This is an optimization exercise on Yosys and OpenROAD, whose aim is small area, a short achievable clock period and few clock cycles per item, not a production implementation.
RTL that was checked went through simulation tests only; none was proved equivalent to the original.
Power figures rest on the tool's default switching activity, not on a simulated workload.

== cedar ==
==> flow/design.v <==
module bdgr_dec (
    input  wire        clk,
    input  wire        rst,
    input  wire        start,
    input  wire [15:0] width,
    input  wire [15:0] height,
    input  wire        pred_med,
    output wire        busy,
    output wire        mismatch,
    input  wire        in_valid,
    input  wire [63:0] in_word,
    output wire        in_ready,
    output wire        out_valid,
    output wire [7:0]  out_pix,
    output wire        out_last,
    input  wire        out_ready,
    input  wire [7:0]  up_pix
);
    localparam [2:0] S_IDLE = 3'd0, S_HDR = 3'd1, S_DEC = 3'd2, S_MISM = 3'd3,
                     S_FLUSH = 3'd4;
    reg [2:0]  state;
    reg        mism_r;
    reg        med_r;
    reg [15:0] w_r;
    reg [15:0] cx, cy;        
    reg        dfc, dfr;      
    reg [19:0] t_r;           
    reg [6:0]  q;             
    reg        pv;            
    reg [7:0]  pr;            
    reg [1:0]  pcls;          
    reg        plast;
    reg [7:0]  prev;          
    reg [7:0]  up_prev;       
    reg [2:0] k;              
    always @(*) begin
        if      (pr <= 8'd1)   k = 3'd0;
        else if (pr <= 8'd4)   k = 3'd1;
        else if (pr <= 8'd8)   k = 3'd2;
        else if (pr <= 8'd16)  k = 3'd3;
        else if (pr <= 8'd32)  k = 3'd4;
        else if (pr <= 8'd64)  k = 3'd5;
        else if (pr <= 8'd128) k = 3'd6;
        else                   k = 3'd7;
    end
    wire [6:0] qk = q + 7'd1 + {4'd0, k};     
    wire [6:0] qe = q + 7'd20;                
    reg [17:0] th84, th20;
    integer j;
    always @(*) begin
        for (j = 0; j <= 17; j = j + 1) begin
            th84[j] = (q <= 83 - j);
            th20[j] = (q <= 19 - j);
        end
    end
    wire [17:0] th84s = th84 >> k;
    wire [17:0] th20s = th20 >> k;
    wire [10:0] fit84 = th84s[10:0];
    wire [10:0] fit20 = th20s[10:0];
    wire esc84 = (q <= 7'd64);
    wire esc20 = (q == 7'd0);
    wire [83:0] s  = {in_word, t_r};
    wire [82:0] s6 = q[6] ? {63'd0, s[83:64]} : s[82:0];
    wire [50:0] s5 = q[5] ? s6[82:32] : s6[50:0];
    wire [34:0] s4 = q[4] ? s5[50:16] : s5[34:0];
    wire [26:0] s3 = q[3] ? s4[34:8]  : s4[26:0];
    wire [22:0] s2 = q[2] ? s3[26:4]  : s3[22:0];
    wire [20:0] s1 = q[1] ? s2[22:2]  : s2[20:0];
    wire [19:0] win = q[0] ? s1[20:1] : s1[19:0];
    wire       lo8  = |win[7:0];
    wire       lo4  = |win[3:0];
    wire [3:0] nib  = lo4 ? win[3:0] : win[7:4];
    wire [1:0] zl   = nib[0] ? 2'd0 : nib[1] ? 2'd1 : nib[2] ? 2'd2 : 2'd3;
    wire [1:0] zh   = win[8] ? 2'd0 : win[9] ? 2'd1 : win[10] ? 2'd2 : 2'd3;
    wire [3:0] z    = lo8 ? {1'b0, ~lo4, zl} : {2'b10, zh};
    wire esc = ~|win[10:0];
    wire [14:0] u3   = z[3] ? {4'd0, win[19:9]} : win[15:1];
    wire [10:0] u2   = z[2] ? u3[14:4] : u3[10:0];
    wire [8:0]  u1   = z[1] ? u2[10:2] : u2[8:0];
    wire [7:0]  rest = z[0] ? u1[8:1]  : u1[7:0];
    wire [7:0]  m    = rest & ((8'd1 << k) - 8'd1);
    wire [14:0] rq   = ({11'd0, z} << k) | {7'd0, m};
    wire [7:0]  r    = esc ? win[19:12] : rq[7:0];
    wire have = in_valid ? (|(win[10:0] & fit84) | (esc & esc84))
                         : (|(win[10:0] & fit20) | (esc & esc20));
    wire last_col = (cx == 16'd1);
    wire last_row = (cy == 16'd1);
    wire last_sym = last_col & last_row;
    wire [7:0] d  = pr[0] ? ~{1'b0, pr[7:1]} : {1'b0, pr[7:1]};    
    wire [7:0] na = prev;
    wire [7:0] nb = up_pix;
    wire [7:0] nc = up_prev;
    function [7:0] padd(input [7:0] a, input [7:0] b, input ci);
        reg [7:0] g, p, gg, pp;
        integer i, l;
        begin
            g = a & b;
            p = a ^ b;
            gg = g; pp = p;
            for (l = 1; l < 8; l = l * 2)
                for (i = 7; i >= l; i = i - 1) begin
                    gg[i] = gg[i] | (pp[i] & gg[i-l]);
                    pp[i] = pp[i] & pp[i-l];
                end
            padd[0] = p[0] ^ ci;
            for (i = 1; i < 8; i = i + 1)
                padd[i] = p[i] ^ (gg[i-1] | (pp[i-1] & ci));
        end
    endfunction
    wire [7:0] va = na + d;                   
    wire [7:0] cs = na ^ ~nc ^ d;             
    wire [7:0] cc = (na & ~nc) | (na & d) | (~nc & d);
    wire [7:0] e  = padd(cs, {cc[6:0], 1'b1}, 1'b0);
    wire [7:0] vb = padd(nb, d, 1'b0);        
    wire [7:0] vc = padd(nb, e, 1'b0);        
    function [1:0] cmp8(input [7:0] a, input [7:0] b);
        reg [7:0] l, q;
        reg [3:0] l2, q2;
        reg [1:0] l4, q4;
        integer i;
        begin
            l = ~a & b;
            q = ~(a ^ b);
            for (i = 0; i < 4; i = i + 1) begin
                l2[i] = l[2*i+1] | (q[2*i+1] & l[2*i]);
                q2[i] = q[2*i+1] & q[2*i];
            end
            for (i = 0; i < 2; i = i + 1) begin
                l4[i] = l2[2*i+1] | (q2[2*i+1] & l2[2*i]);
                q4[i] = q2[2*i+1] & q2[2*i];
            end
            cmp8 = {l4[1] | (q4[1] & l4[0]), q4[1] & q4[0]};
        end
    endfunction
    wire [1:0] cab = cmp8(na, nb);
    wire [1:0] ccb = cmp8(nc, nb);
    wire [1:0] cca = cmp8(nc, na);
    wire le_a   = ~cca[1];                    
    wire lt     = cab[1];                     
    wire c_lt_b = ccb[1];                     
    wire c_le_b = ccb[1] | ccb[0];            
    wire med    = pcls[1];
    wire sel_b  = (pcls == 2'd1) | (med & (le_a ^ lt));
    wire sel_c  = med & (le_a ? c_lt_b : ~c_le_b);
    wire sel_a  = ~sel_b & ~sel_c;
    wire [7:0] v = ({8{sel_a}} & va) | ({8{sel_b}} & vb) | ({8{sel_c}} & vc);
    wire flush_word = (q > 7'd20);            
    assign busy      = (state != S_IDLE);
    assign mismatch  = mism_r;
    assign in_ready  = ((state == S_DEC) & q[6]) | (state == S_MISM) |
                       ((state == S_FLUSH) & flush_word);
    assign out_valid = pv & ((state != S_FLUSH) | ~flush_word | in_valid);
    assign out_pix   = v;
    assign out_last  = plast;
    wire hdr_ok   = (in_word[15:0] == cx) & (in_word[31:16] == cy);
    wire dec_on   = (state == S_DEC) | ((state == S_HDR) & hdr_ok);
    wire take     = in_valid & in_ready;
    wire out_fire = out_valid & out_ready;
    wire dec_fire = dec_on & have & (~pv | out_ready);
    wire [6:0] qa = dec_fire ? (esc ? qe : qk + {3'd0, z}) : q;
    always @(posedge clk) begin
        if (rst) begin
            state  <= S_IDLE;
            mism_r <= 1'b0;
            pv     <= 1'b0;
        end else begin
            if (dec_fire) begin
                pv    <= 1'b1;
                pr    <= r;
                pcls  <= (~med_r | dfr) ? 2'd0 : (dfc ? 2'd1 : 2'd2);
                plast <= last_sym;
            end else if (out_fire) begin
                pv    <= 1'b0;
            end
            if (out_fire) begin
                prev    <= v;
                up_prev <= up_pix;
            end
            if (dec_fire) begin
                if (last_col) begin
                    cx  <= w_r;
                    cy  <= cy - 16'd1;
                    dfc <= 1'b1;
                    dfr <= 1'b0;
                end else begin
                    cx  <= cx - 16'd1;
                    dfc <= 1'b0;
                end
            end
            if ((state == S_DEC) | (state == S_HDR))
                q <= {qa[6] & ~take, qa[5:0]};
            else if (take)
                q <= 7'd0;
            if (take)
                t_r <= in_word[63:44];
            case (state)
                S_IDLE: begin
                    if (start) begin
                        state  <= S_HDR;
                        mism_r <= 1'b0;
                        med_r  <= pred_med;
                        w_r    <= width;
                        cx     <= width;
                        cy     <= height;
                        dfc    <= 1'b1;
                        dfr    <= 1'b1;
                        prev   <= 8'd0;
                        pr     <= 8'd255;
                        q      <= 7'd52;
                    end
                end
                S_HDR: begin
                    if (dec_fire & last_sym)
                        state <= S_FLUSH;
                    else if (in_valid)
                        state <= hdr_ok ? S_DEC : S_MISM;
                end
                S_MISM: begin
                    if (in_valid) begin
                        mism_r <= 1'b1;
                        state  <= S_IDLE;
                    end
                end
                S_DEC: begin
                    if (dec_fire & last_sym)
                        state <= S_FLUSH;
                end
                S_FLUSH: begin
                    if (out_fire & plast)
                        state <= S_IDLE;
                end
                default: state <= S_IDLE;
            endcase
        end
    end
endmodule
Settings: LEC_CHECK=0, ABC_AREA=1, CAP_MARGIN=5, CORE_MARGIN=2, CORE_UTILIZATION=40, SETUP_SLACK_MARGIN=5, SLEW_MARGIN=5; clock period 12.0 ns.
standard.sh (not shown) runs the stock make flow with config.mk's settings and CLKGATE_MAP_FILE= SYNTH_SCRIPT=/design/flow/synth_recipe.tcl, a recipe that flattens the netlist after the stock synthesis.
==> flow/flow/run.sh <==
#!/bin/bash
# The standard layout, with plain buf_1 cells as the port buffers (the
# resizer still upsizes them where timing needs it).
set -euo pipefail
export BUFFER_PORTS_ARGS="-buffer_cell sky130_fd_sc_hd__buf_1"
bash standard.sh > standard.log 2>&1
The final layout from cedar, which completed every stage, passed the timing, DRC and antenna checks at the end of the flow.
Setup changes, cedar to indigo
Settings: SLEW_MARGIN: 5 -> 20; CAP_MARGIN: 5 -> 20.
==> run notes <==
Reported for cedar and indigo, proportion of layout cells with a drive suffix above 1 turned out identical to the last digit.
Wire length on met1 of indigo is on par with cedar.
indigo -> cedar: buffer share of cell area delta 0, exact match
As far as layout overhead on the synthesized area goes, indigo and cedar are indistinguishable; the numbers are identical.
Diff cedar..indigo | per-cell routed wire length | unchanged
Re worst setup slack: no difference whatsoever between indigo and cedar.
Met2 wirelength from detailed routing delta (cedar -> indigo): insignificant
cedar -> indigo: cell area after synthesis flat
As far as global-route usage goes, cedar and indigo are indistinguishable; the numbers are identical.
No functional check of the RTL was part of any run of this note.


bdgr_dec, a different RTL version from the one above (not shown whole).
For scale: roughly 2,000 cells after synthesis, about 110 flip-flops, ~13,000 sq um of cells after synthesis.
==> flow/config.mk <==
export PLATFORM = sky130hd
export DESIGN_NAME = bdgr_dec
export DESIGN_NICKNAME = bdgr_dec
export VERILOG_FILES = /design/flow/design.v
export SDC_FILE = /design/flow/constraint.sdc
export NUM_CORES = 4
export LEC_CHECK = 0
export ABC_AREA = 1
export CAP_MARGIN = 20
export CORE_MARGIN = 2
export CORE_UTILIZATION = 40
export SETUP_SLACK_MARGIN = 5
export SLEW_MARGIN = 20
export SYNTH_HIERARCHICAL = 1
export SYNTH_MINIMUM_KEEP_SIZE = 0
==> flow/constraint.sdc <==
create_clock -name core_clock -period 12.0 [get_ports {clk}]
set_input_delay 2.4000 -clock core_clock [delete_from_list [all_inputs] [get_ports {clk}]]
set_output_delay 2.4000 -clock core_clock [all_outputs]
set_load 0.01 [all_outputs]
==> flow/flow/run.sh <==
#!/bin/bash
# The standard layout, with plain buf_1 cells as the port buffers (the
# resizer still upsizes them where timing needs it), a clock tree with no
# dummy loads, and timing repair aiming 5.4 ns below the clock period.
set -euo pipefail
export BUFFER_PORTS_ARGS="-buffer_cell sky130_fd_sc_hd__buf_1"
export CTS_ARGS="-sink_clustering_enable -repair_clock_nets -dont_use_dummy_load"
bash standard.sh SETUP_SLACK_MARGIN=5.4 finish > standard.log 2>&1
The starting point produced a clean layout.
Testbench counts at the start, summed over its fixed seeds: cycles 34,277, items 34,030.
Edit:
==> flow/flow/run.sh (replaced) <==
#!/bin/bash
# The standard layout, with plain buf_1 cells as the port buffers (the
# resizer still upsizes them where timing needs it), a clock tree with no
# dummy loads, and timing repair aiming 6.0 ns below the clock period.
set -euo pipefail
export BUFFER_PORTS_ARGS="-buffer_cell sky130_fd_sc_hd__buf_1"
export CTS_ARGS="-sink_clustering_enable -repair_clock_nets -dont_use_dummy_load"
bash standard.sh SETUP_SLACK_MARGIN=6.0 finish > standard.log 2>&1
=> The new run finished clean; non-clock buffer count is higher by 24; setup slack improves by 160 ps; total power increases by 9.4%; clock skew drops by 7.2 ps; clock-buffer cell count does not change.
Edit:
==> flow/flow/run.sh (replaced) <==
#!/bin/bash
# The standard layout, with plain buf_1 cells as the port buffers (the
# resizer still upsizes them where timing needs it), a clock tree with no
# dummy loads, and timing repair aiming 5.2 ns below the clock period.
set -euo pipefail
export BUFFER_PORTS_ARGS="-buffer_cell sky130_fd_sc_hd__buf_1"
export CTS_ARGS="-sink_clustering_enable -repair_clock_nets -dont_use_dummy_load"
bash standard.sh SETUP_SLACK_MARGIN=5.2 finish > standard.log 2>&1
Effect: Worst hold slack improved by 9.2 ps; cell count decreases by 1.1%; cell area decreases by 6.6%; power decreases by 9.5%.
Edit:
==> flow/flow/run.sh (replaced) <==
#!/bin/bash
# The standard layout, with plain buf_1 cells as the port buffers (the
# resizer still upsizes them where timing needs it), and a clock tree with
# larger sink clusters and no dummy loads.
set -euo pipefail
export BUFFER_PORTS_ARGS="-buffer_cell sky130_fd_sc_hd__buf_1"
export CTS_ARGS="-sink_clustering_enable -repair_clock_nets -dont_use_dummy_load -sink_clustering_size 30"
bash standard.sh > standard.log 2>&1
Synthesized area does not change; power hardly moves; count of clock-buffer cells in the layout stays the same; hold slack stays flat.
Edit:
==> flow/flow/run.sh (replaced) <==
#!/bin/bash
# The standard layout, with plain buf_1 cells as the port buffers (the
# resizer still upsizes them where timing needs it), a clock tree with no
# dummy loads, and timing repair aiming 5.7 ns below the clock period.
set -euo pipefail
export BUFFER_PORTS_ARGS="-buffer_cell sky130_fd_sc_hd__buf_1"
export CTS_ARGS="-sink_clustering_enable -repair_clock_nets -dont_use_dummy_load"
bash standard.sh SETUP_SLACK_MARGIN=5.7 finish > standard.log 2>&1
Clock-buffer cell count stays the same. Routed wire length rises by 2.1%. Total power went up by 6.0%. Cell area climbs by 5.3%. Register-to-register slack is worse by 50 ps. Final cell count came out higher by 0.87%. Area after synthesis is unchanged. Worst hold slack hardly moves.
Edit:
==> flow/flow/run.sh (replaced) <==
#!/bin/bash
# The standard layout, with plain buf_1 cells as the port buffers (the
# resizer still upsizes them where timing needs it), a clock tree with no
# dummy loads, and timing repair aiming 5.4 ns below the clock period.
set -euo pipefail
export BUFFER_PORTS_ARGS="-buffer_cell sky130_fd_sc_hd__buf_1"
export CTS_ARGS="-sink_clustering_enable -repair_clock_nets -dont_use_dummy_load"
bash standard.sh SETUP_SLACK_MARGIN=5.4 finish > standard.log 2>&1
Settings changed: CORE_UTILIZATION 40 to 50.
- The new run ran to the end with no violations
- die area decreases by 20%
- wire length drops by 6.3%
- sequential share of layout area grows by 1.0 points
- global-route usage rose by 4.5 points
- design area went down by 4.3%
- worst hold slack stays flat
- via count came out lower by 1.4%


== rev 12 ==
bdgr_dec, a different RTL version from the one above (not shown whole).
Size: about 110 flip-flops, roughly 0.012 mm^2 of cells after synthesis.
export LEC_CHECK = 0
export ABC_AREA = 1
export CAP_MARGIN = 20
export CORE_MARGIN = 2
export CORE_UTILIZATION = 40
export SETUP_SLACK_MARGIN = 5
export SLEW_MARGIN = 20
create_clock -name core_clock -period 12.0 [get_ports {clk}]
==> flow/flow/run.sh <==
#!/bin/bash
# The standard layout, with plain buf_1 cells as the port buffers (the
# resizer still upsizes them where timing needs it), and a clock tree of
# clkbuf_8 leaves under a clkbuf_16 root, with no dummy loads.
set -euo pipefail
export BUFFER_PORTS_ARGS="-buffer_cell sky130_fd_sc_hd__buf_1"
export CTS_ARGS="-sink_clustering_enable -repair_clock_nets -dont_use_dummy_load -sink_clustering_size 12 -buf_list sky130_fd_sc_hd__clkbuf_8 -root_buf sky130_fd_sc_hd__clkbuf_16"
bash standard.sh > standard.log 2>&1
Testbench counts of rev 12, summed over its fixed seeds: cycles 34,277, items 34,030.
diff inputs: rev 12 => rev 13
==> flow/flow/run.sh <==
#!/bin/bash
# The standard layout, with plain buf_1 cells as the port buffers (the
# resizer still upsizes them where timing needs it), and a clock tree with
# larger sink clusters and no dummy loads.
set -euo pipefail
export BUFFER_PORTS_ARGS="-buffer_cell sky130_fd_sc_hd__buf_1"
export CTS_ARGS="-sink_clustering_enable -repair_clock_nets -dont_use_dummy_load -sink_clustering_size 30"
bash standard.sh > standard.log 2>&1
## What came out
As far as register area goes, rev 12 and rev 13 are indistinguishable; the numbers are identical.
Rev 13 vs. rev 12: total CTS buffers saw little to no change; die area stayed essentially flat; share of total power in the clock network neither gained nor lost much.
Share of the synthesized area in compound gates (AO/OA/AOI/OAI): rev 12 vs rev 13 identical
[compare] base=rev 12 new=rev 13: flip-flop and latch count essentially unchanged; time the worst path needs with I/O delays and setup held steady; summed area of non-filler cells in the final layout did not really move.

static timing again, ports no longer ideal:
The results above use ideal ports. As a check the final layouts listed here were re-extracted and re-timed, cells and wires unchanged.
Step 1, drivers: a clkbuf_16 drives clk and a buf_2 each remaining input, both assumed.
Step 2 also shifts input and output timing later by t, the mid clock arrival at the registers, as if the neighbouring blocks saw the same clock.
Slacks: ideal ports / drivers / drivers and shift; pairs: ideal ports / drivers.
run	shift t [ns]	setup WS [ns]	clock arrival spread, ns
cedar	0.443	5.119 / 5.084 / 5.084	0.023 / 0.022
indigo	0.443	5.119 / 5.084 / 5.084	0.023 / 0.022
the first run of note 2	0.428	5.517 / 5.496 / 5.496	0.036 / 0.036
the second run of note 2	0.424	5.673 / 5.605 / 5.605	0.030 / 0.029
the third run of note 2	0.431	5.343 / 5.322 / 5.322	0.033 / 0.034
the fourth run of note 2	0.430	5.236 / 5.214 / 5.214	0.034 / 0.035
the fifth run of note 2	0.431	5.637 / 5.571 / 5.571	0.035 / 0.035
the sixth run of note 2	0.402	5.545 / 5.503 / 5.476	0.042 / 0.042
rev 12	0.416	5.100 / 5.067 / 5.067	0.027 / 0.027
rev 13	0.416	5.100 / 5.067 / 5.067	0.027 / 0.027
After both steps every run listed still meets setup and hold. For the sixth run of note 2, which loses most, drivers alone change the setup slack by -0.042 ns; drivers and shift together by -0.069 ns.
